This is an optimization exercise on Yosys and OpenROAD, whose aim is small area, a short achievable clock period and few clock cycles, not a production implementation. In this exercise RTL edits were held to simulation tests only and were not proved equivalent to the original. Power is estimated from default activity; no workload was simulated.

==> build 24: inputs <==
// tcam_ib8
module tcam_ib8 (
    input              clk,
    input              rst,             
    input              req_valid,
    output             req_ready,
    input      [2:0]   req_op,
    input      [2:0]   req_addr,
    input      [143:0] req_data,        
    input      [143:0] req_mask,        
    input      [31:0]  req_ad,          
    output reg         resp_valid,
    output reg         resp_hit,
    output reg [2:0]   resp_index,
    output reg [31:0]  resp_ad,
    output reg [143:0] resp_data,
    output reg [143:0] resp_mask,
    output reg         resp_entry_valid
);
==> module tcam_ib8, before the edit <==
module tcam_ib8 (
    input              clk,
    input              rst,             
    input              req_valid,
    output             req_ready,
    input      [2:0]   req_op,
    input      [2:0]   req_addr,
    input      [143:0] req_data,        
    input      [143:0] req_mask,        
    input      [31:0]  req_ad,          
    output reg         resp_valid,
    output reg         resp_hit,
    output reg [2:0]   resp_index,
    output reg [31:0]  resp_ad,
    output reg [143:0] resp_data,
    output reg [143:0] resp_mask,
    output reg         resp_entry_valid
);
    localparam OP_WRITE      = 3'd0;
    localparam OP_WRITE_KEEP = 3'd1;
    localparam OP_READ       = 3'd2;
    localparam OP_SET_VALID  = 3'd3;
    localparam OP_CLR_VALID  = 3'd4;
    localparam OP_LOOKUP     = 3'd5;
    localparam OP_GMR_WRITE  = 3'd6;
    localparam OP_FLUSH      = 3'd7;
    localparam N = 8;
    reg [143:0] ent_data [0:N-1];
    reg [143:0] ent_mask [0:N-1];
    reg [31:0]  ent_ad   [0:N-1];
    reg [N-1:0] ent_valid;
    reg [143:0] gmr;
    reg         gmr_ones;        
    wire [143:0] gmr_eff = gmr | {144{gmr_ones}};
    assign req_ready = 1'b1;
    wire fire = req_valid && !rst;
    always @(posedge clk) begin
        if (rst) begin
            ent_valid <= {N{1'b0}};
            gmr_ones  <= 1'b1;
        end else if (fire) begin
            case (req_op)
                OP_WRITE:      ent_valid[req_addr] <= 1'b1;
                OP_SET_VALID:  ent_valid[req_addr] <= 1'b1;
                OP_CLR_VALID:  ent_valid[req_addr] <= 1'b0;
                OP_GMR_WRITE:  gmr_ones <= 1'b0;
                OP_FLUSH:      ent_valid <= {N{1'b0}};
                default: ;
            endcase
        end
    end
    always @(posedge clk) begin
        if (fire && req_op == OP_GMR_WRITE)
            gmr <= req_data;
    end
    always @(posedge clk) begin
        if (req_valid && (req_op == OP_WRITE || req_op == OP_WRITE_KEEP)) begin
            ent_data[req_addr] <= req_data;
            ent_mask[req_addr] <= req_mask;
            ent_ad[req_addr]   <= req_ad;
        end
    end
    reg         r_v;
    reg         r_lookup;
    reg [2:0]   r_addr;
    reg [143:0] r_key;
    always @(posedge clk) begin
        if (rst)
            r_v <= 1'b0;
        else
            r_v <= req_valid;
    end
    always @(posedge clk) begin
        r_lookup <= (req_op == OP_LOOKUP);
        r_addr   <= req_addr;
        r_key    <= req_data & gmr_eff;    
    end
    reg [N-1:0] sel;             
    integer s;
    always @* begin
        for (s = 0; s < N; s = s + 1)
            sel[s] = (r_addr == s);
    end
    reg  [N-1:0] match;
    integer i;
    always @* begin
        for (i = 0; i < N; i = i + 1)
            match[i] = ent_valid[i] && (((r_key ^ ent_data[i]) & ~ent_mask[i]) == 144'd0);
    end
    reg [N-1:0] win;
    reg         hit;
    reg [2:0]   hit_index;
    integer j;
    always @* begin
        hit = 1'b0;
        hit_index = 3'd0;
        win = {N{1'b0}};
        for (j = 0; j < N; j = j + 1)
            if (match[j] && !hit) begin
                hit = 1'b1;
                hit_index = j[2:0];
                win[j] = 1'b1;
            end
    end
    wire [N-1:0] ad_sel = r_lookup ? win : sel;
    reg [143:0] rd_data, rd_mask;
    reg [31:0]  rd_ad;
    integer k;
    always @* begin
        rd_data = 144'd0;
        rd_mask = 144'd0;
        rd_ad   = 32'd0;
        for (k = 0; k < N; k = k + 1) begin
            rd_data = rd_data | (ent_data[k] & {144{sel[k]}});
            rd_mask = rd_mask | (ent_mask[k] & {144{sel[k]}});
            rd_ad   = rd_ad   | (ent_ad[k]   & {32{ad_sel[k]}});
        end
    end
    always @(posedge clk) begin
        if (rst)
            resp_valid <= 1'b0;
        else
            resp_valid <= r_v;
    end
    always @(posedge clk) begin
        resp_hit         <= r_lookup & hit;
        resp_index       <= r_lookup ? hit_index : r_addr;
        resp_ad          <= rd_ad;
        resp_data        <= rd_data;
        resp_mask        <= rd_mask;
        resp_entry_valid <= |(ent_valid & sel);
    end
endmodule
==> flow/config.mk <==
export PLATFORM = sky130hd
export DESIGN_NAME = tcam_ib8
export DESIGN_NICKNAME = tcam_ib8
export VERILOG_FILES = /design/flow/design.v
export SDC_FILE = /design/flow/constraint.sdc
export NUM_CORES = 4
export LEC_CHECK = 0
export ABC_CLOCK_PERIOD_IN_PS = 3000
export CAP_MARGIN = 20
export CORE_MARGIN = 2
export CORE_UTILIZATION = 40
export CTS_CLUSTER_DIAMETER = 100
export CTS_CLUSTER_SIZE = 22
export PLACE_DENSITY = 0.5
export SLEW_MARGIN = 20
==> flow/constraint.sdc <==
create_clock -name core_clock -period 10.0 [get_ports {clk}]
set_input_delay 2.0000 -clock core_clock [delete_from_list [all_inputs] [get_ports {clk}]]
set_output_delay 2.0000 -clock core_clock [all_outputs]
set_load 0.01 [all_outputs]
standard.sh (not shown) runs the stock make flow with config.mk's settings and CLKGATE_MAP_FILE= SYNTH_SCRIPT=/design/flow/synth_recipe.tcl, a recipe that flattens the netlist after the stock synthesis.
==> flow/flow/run.sh <==
#!/bin/bash
# Layout flow: the standard ORFS flow (standard.sh, unchanged synthesis,
# floorplan, power grid, placement, CTS and routing), with
#  - small buffers on the ports instead of the delay cells buffer_ports picks.
# The SDC, clock period and I/O constraints are the standard flow's, unchanged.
set -euo pipefail
cd "$(dirname "$0")/.."
export SETUP_SLACK_MARGIN=6.4
export BUFFER_PORTS_ARGS="-buffer_cell sky130_fd_sc_hd__buf_2"
bash standard.sh finish > standard_flow.log 2>&1
==> trial 6 (differences from build 24) <==
==> flow/design.v (replaced) <==
module tcam_ib8 (
    input              clk,
    input              rst,             
    input              req_valid,
    output             req_ready,
    input      [2:0]   req_op,
    input      [2:0]   req_addr,
    input      [143:0] req_data,        
    input      [143:0] req_mask,        
    input      [31:0]  req_ad,          
    output reg         resp_valid,
    output reg         resp_hit,
    output reg [2:0]   resp_index,
    output reg [31:0]  resp_ad,
    output reg [143:0] resp_data,
    output reg [143:0] resp_mask,
    output reg         resp_entry_valid
);
    localparam OP_WRITE      = 3'd0;
    localparam OP_WRITE_KEEP = 3'd1;
    localparam OP_READ       = 3'd2;
    localparam OP_SET_VALID  = 3'd3;
    localparam OP_CLR_VALID  = 3'd4;
    localparam OP_LOOKUP     = 3'd5;
    localparam OP_GMR_WRITE  = 3'd6;
    localparam OP_FLUSH      = 3'd7;
    localparam N = 8;
    reg [143:0] ent_data [0:N-1];
    reg [143:0] ent_mask [0:N-1];
    reg [31:0]  ent_ad   [0:N-1];
    reg [N-1:0] ent_valid;
    reg [143:0] gmr;
    reg         gmr_ones;        
    assign req_ready = 1'b1;
    wire fire = req_valid && !rst;
    always @(posedge clk) begin
        if (fire && req_op == OP_GMR_WRITE)
            gmr <= req_data;
    end
    always @(posedge clk) begin
        if (rst)
            gmr_ones <= 1'b1;
        else if (fire && req_op == OP_GMR_WRITE)
            gmr_ones <= 1'b0;
    end
    wire keep_all = gmr_ones || (req_op != OP_LOOKUP);
    reg         r_v;
    reg [2:0]   r_op;
    reg [2:0]   r_addr;
    reg [143:0] r_data;
    reg [143:0] r_mask;
    reg [31:0]  r_ad;
    always @(posedge clk) begin
        if (rst)
            r_v <= 1'b0;
        else
            r_v <= req_valid;
    end
    always @(posedge clk) begin
        r_op   <= req_op;
        r_addr <= req_addr;
        r_data <= req_data & (gmr | {144{keep_all}});
        r_mask <= req_mask;
        r_ad   <= req_ad;
    end
    reg [N-1:0] r_we;
    integer w;
    always @(posedge clk) begin
        for (w = 0; w < N; w = w + 1)
            r_we[w] <= !rst && req_valid && req_addr == w &&
                       (req_op == OP_WRITE || req_op == OP_WRITE_KEEP);
    end
    reg [N-1:0] r_sel;           
    integer s;
    always @* begin
        for (s = 0; s < N; s = s + 1)
            r_sel[s] = (r_addr == s);
    end
    wire [143:0] key = r_data;
    reg  [N-1:0] match;
    integer i;
    always @* begin
        for (i = 0; i < N; i = i + 1)
            match[i] = ent_valid[i] && (((key ^ ent_data[i]) & ~ent_mask[i]) == 144'd0);
    end
    always @(posedge clk) begin
        if (rst) begin
            ent_valid <= {N{1'b0}};
        end else if (r_v) begin
            case (r_op)
                OP_WRITE:      ent_valid <= ent_valid | r_sel;
                OP_SET_VALID:  ent_valid <= ent_valid | r_sel;
                OP_CLR_VALID:  ent_valid <= ent_valid & ~r_sel;
                OP_FLUSH:      ent_valid <= {N{1'b0}};
                default: ;
            endcase
        end
    end
    wire [N-1:0] wr_ent = r_we;
    genvar g;
    generate
        for (g = 0; g < N; g = g + 1) begin : ent
            always @(posedge clk) begin
                if (wr_ent[g]) begin
                    ent_data[g] <= r_data;
                    ent_mask[g] <= r_mask;
                    ent_ad[g]   <= r_ad;
                end
            end
        end
    endgenerate
    reg         q_v;
    reg         q_lookup;
    reg [2:0]   q_addr;
    reg [N-1:0] sel;             
    reg [N-1:0] sel_d;           
    reg [N-1:0] sel_m;           
    reg [N-1:0] q_match;
    always @(posedge clk) begin
        if (rst)
            q_v <= 1'b0;
        else
            q_v <= r_v;
    end
    always @(posedge clk) begin
        q_lookup <= (r_op == OP_LOOKUP);
        q_addr   <= r_addr;
        sel      <= r_sel;
        sel_d    <= r_sel & {N{r_op != OP_LOOKUP}};
        sel_m    <= r_sel & {N{r_op == OP_READ}};
        q_match  <= match;
    end
    reg [N-1:0] win;
    reg         hit;
    reg [2:0]   hit_index;
    integer j;
    always @* begin
        hit = 1'b0;
        hit_index = 3'd0;
        win = {N{1'b0}};
        for (j = 0; j < N; j = j + 1)
            if (q_match[j] && !hit) begin
                hit = 1'b1;
                hit_index = j[2:0];
                win[j] = 1'b1;
            end
    end
    wire [N-1:0] ad_sel = q_lookup ? win : sel;
    reg [143:0] rd_data, rd_mask;
    reg [31:0]  rd_ad;
    integer k;
    always @* begin
        rd_data = 144'd0;
        rd_mask = 144'd0;
        rd_ad   = 32'd0;
        for (k = 0; k < N; k = k + 1) begin
            rd_data = rd_data | (ent_data[k] & {144{sel_d[k]}});
            rd_mask = rd_mask | (ent_mask[k] & {144{sel_m[k]}});
            rd_ad   = rd_ad   | (ent_ad[k]   & {32{ad_sel[k]}});
        end
    end
    always @(posedge clk) begin
        if (rst)
            resp_valid <= 1'b0;
        else
            resp_valid <= q_v;
    end
    always @(posedge clk) begin
        resp_hit         <= q_lookup & hit;
        resp_index       <= q_lookup ? hit_index : q_addr;
        resp_ad          <= rd_ad;
        resp_data        <= rd_data;
        resp_mask        <= rd_mask;
        resp_entry_valid <= |(ent_valid & sel);
    end
endmodule
--- a/flow/flow/run.sh
+++ b/flow/flow/run.sh
@@ -6,5 +6,5 @@
 set -euo pipefail
 cd "$(dirname "$0")/.."
-export SETUP_SLACK_MARGIN=6.4
+export SETUP_SLACK_MARGIN=6.8
 export BUFFER_PORTS_ARGS="-buffer_cell sky130_fd_sc_hd__buf_2"
 bash standard.sh finish > standard_flow.log 2>&1
Settings changed: CORE_UTILIZATION 40 to 45, PLACE_DENSITY 0.5 to 0.55.
==> build 23 (differences from build 24) <==
==> flow/design.v (replaced) <==
module tcam_ib8 (
    input              clk,
    input              rst,             
    input              req_valid,
    output             req_ready,
    input      [2:0]   req_op,
    input      [2:0]   req_addr,
    input      [143:0] req_data,        
    input      [143:0] req_mask,        
    input      [31:0]  req_ad,          
    output reg         resp_valid,
    output reg         resp_hit,
    output reg [2:0]   resp_index,
    output reg [31:0]  resp_ad,
    output reg [143:0] resp_data,
    output reg [143:0] resp_mask,
    output reg         resp_entry_valid
);
    localparam OP_WRITE      = 3'd0;
    localparam OP_WRITE_KEEP = 3'd1;
    localparam OP_READ       = 3'd2;
    localparam OP_SET_VALID  = 3'd3;
    localparam OP_CLR_VALID  = 3'd4;
    localparam OP_LOOKUP     = 3'd5;
    localparam OP_GMR_WRITE  = 3'd6;
    localparam OP_FLUSH      = 3'd7;
    localparam N = 8;
    reg [143:0] ent_data [0:N-1];
    reg [143:0] ent_mask [0:N-1];
    reg [31:0]  ent_ad   [0:N-1];
    reg [N-1:0] ent_valid;
    reg [143:0] gmr;
    assign req_ready = 1'b1;
    wire fire = req_valid && !rst;
    wire [143:0] key = req_data & gmr;
    reg  [N-1:0] match;
    integer i;
    always @* begin
        for (i = 0; i < N; i = i + 1)
            match[i] = ent_valid[i] && (((key ^ ent_data[i]) & ~ent_mask[i]) == 144'd0);
    end
    reg        hit;
    reg [2:0]  hit_index;
    integer j;
    always @* begin
        hit = 1'b0;
        hit_index = 3'd0;
        for (j = N - 1; j >= 0; j = j - 1)
            if (match[j]) begin
                hit = 1'b1;
                hit_index = j[2:0];
            end
    end
    always @(posedge clk) begin
        if (rst) begin
            ent_valid <= {N{1'b0}};
            gmr       <= {144{1'b1}};
        end else if (fire) begin
            case (req_op)
                OP_WRITE:      ent_valid[req_addr] <= 1'b1;
                OP_SET_VALID:  ent_valid[req_addr] <= 1'b1;
                OP_CLR_VALID:  ent_valid[req_addr] <= 1'b0;
                OP_GMR_WRITE:  gmr <= req_data;
                OP_FLUSH:      ent_valid <= {N{1'b0}};
                default: ;
            endcase
        end
    end
    always @(posedge clk) begin
        if (fire && (req_op == OP_WRITE || req_op == OP_WRITE_KEEP)) begin
            ent_data[req_addr] <= req_data;
            ent_mask[req_addr] <= req_mask;
            ent_ad[req_addr]   <= req_ad;
        end
    end
    always @(posedge clk) begin
        if (rst)
            resp_valid <= 1'b0;
        else
            resp_valid <= req_valid;
    end
    always @(posedge clk) begin
        if (fire) begin
            if (req_op == OP_LOOKUP) begin
                resp_hit   <= hit;
                resp_index <= hit_index;
                resp_ad    <= hit ? ent_ad[hit_index] : 32'd0;
            end else begin
                resp_hit   <= 1'b0;
                resp_index <= req_addr;
                resp_ad    <= ent_ad[req_addr];
            end
            resp_data        <= ent_data[req_addr];
            resp_mask        <= ent_mask[req_addr];
            resp_entry_valid <= ent_valid[req_addr];
        end
    end
endmodule
==> flow/run.sh (new file) <==
#!/bin/bash
# synth_recipe.tcl (not shown) runs the flow's synth.tcl, then flattens the netlist and writes it again
# the make line also repeats each setting of config.mk as NAME=value (left out here)
make -C /OpenROAD-flow-scripts/flow DESIGN_CONFIG=/design/flow/config.mk WORK_HOME=/design/flow/orfs CLKGATE_MAP_FILE= SYNTH_SCRIPT=/design/flow/synth_recipe.tcl finish
Settings changed: ABC_CLOCK_PERIOD_IN_PS 3000 to unset, CORE_UTILIZATION 40 to 35, CTS_CLUSTER_DIAMETER 100 to unset, CTS_CLUSTER_SIZE 22 to unset, PLACE_DENSITY 0.5 to 0.45.
removed: flow/flow/run.sh
removed: flow/standard.sh
==> trial 59 (differences from build 24) <==
Settings changed: CORE_UTILIZATION 40 to 45, PLACE_DENSITY 0.5 to 0.55.
==> comparison table <==
| item | build 23 | trial 59 | build 24 | trial 6 |
|---|---|---|---|---|
| Placed inst area | 149900 µm² | 132400 µm² | 133200 µm² | 133400 µm² |
| Area share of fa/ha/maj cells after synthesis | 0.06530% | 0.08053% | 0.08053% | 0% |
| Resized cells post-CTS | 0 | 450 | 584 | 423 |
| Die W | 623.1 µm | 529.6 µm | 561.5 µm | 533.9 µm |
| Hold worst-path end | gmr[89] | r_key[83] | r_key[32] | r_data[132] |
| Status | no timing/DRC/antenna violations | no timing/DRC/antenna violations | no timing/DRC/antenna violations | no timing/DRC/antenna violations |
| Warning count from the yosys run | 1 | 1 | 1 | 4 |
| Number of distinct standard cells referenced by the synthesized netlist | 83 | 61 | 61 | 48 |
| Switching power | 7.627 mW | 7.158 mW | 7.079 mW | 6.076 mW |
| Number of well-tap cells placed | 5038 | 3686 | 4120 | 3724 |
| Worst hold path startpoint | gmr[89] | gmr[83] | gmr[32] | gmr[132] |
| Setup crit end kind | register | register | register | output pin |
| Highest ir drop seen on vdd | 0.1960 mV | 0.1473 mV | 0.1193 mV | 0.1241 mV |
| Met3 Resource Use GR | 11.08% | 21.44% | 16.97% | 9.781% |
| Combined buffer and inverter count along the critical path | 3 | 2 | 2 | 1 |
| All-layer global routing usage | 41.16% | 50.20% | 45.95% | 34.77% |
| Clock transition at the registers of the reported paths | 0.06 ns | 0.10 ns | 0.10 ns | 0.09 ns |
| RePlAce Congestion | 1.105 | 1.190 | 1.149 | 1.039 |
| Diodes inserted | 160 | 94 | 106 | 15 |
| Total clock sinks | 3038 | 3188 | 3188 | 3411 |
| Combinational fraction of design power | 8.5% | 11.1% | 11.1% | 5.7% |
| Maximum clock frequency | 140.1 MHz | 255.5 MHz | 252.6 MHz | 282.0 MHz |
| Final HPWL DP | 624.1 mm | 536.1 mm | 553.0 mm | 352.0 mm |
| Proportion of layout cells with a drive suffix above 1 | 15.60% | 21.62% | 21.06% | 15.06% |
| Setup clock skew after layout | 0.08006 ns | 0.06346 ns | 0.05343 ns | 0.05659 ns |
| Flip-flop and latch count | 3038 | 3188 | 3188 | 3411 |
Testbench counts of build 24, summed over its fixed seeds: cycles 16,016.
Testbench counts of trial 6, summed over its fixed seeds: cycles 16,024.
Testbench counts of build 23, summed over its fixed seeds: cycles 16,008.
Testbench counts of trial 59, summed over its fixed seeds: cycles 16,016.

-- static timing again, ports no longer ideal --
The results above use ideal ports. As a check the final layouts listed here were re-extracted and re-timed, cells and wires unchanged.
Step 1, drivers: a clkbuf_16 drives clk and a buf_2 each remaining input, both assumed.
Step 2 times the ports against the registers' clock, not the clock port: input delays grow and output delays shrink by t, the midpoint of the rising clock arrivals with the driver on.
Three values: ideal, step 1, step 2; two values: the first two.
run | t (ns) | setup WS [ns] | slew at the worst register clock pin (ns) | worst slew at a driven data input, ns | pins driven straight from the clock port
build 24 | 1.059 | 6.042 / 6.042 / 5.335 | 0.11 / 0.11 | 0.44 | 1
trial 6 | 1.014 | 6.454 / 6.350 / 5.869 | 0.11 / 0.11 | 0.14 | 1
build 23 | 1.119 | 2.862 / 2.872 / 1.753 | 0.07 / 0.07 | 0.32 | 1
trial 59 | 1.087 | 6.087 / 6.087 / 5.210 | 0.11 / 0.11 | 0.25 | 1
After both steps setup and hold are still met in every run listed. For build 23, which loses most, drivers alone change the setup slack by +0.010 ns; drivers and shift together by -1.109 ns.
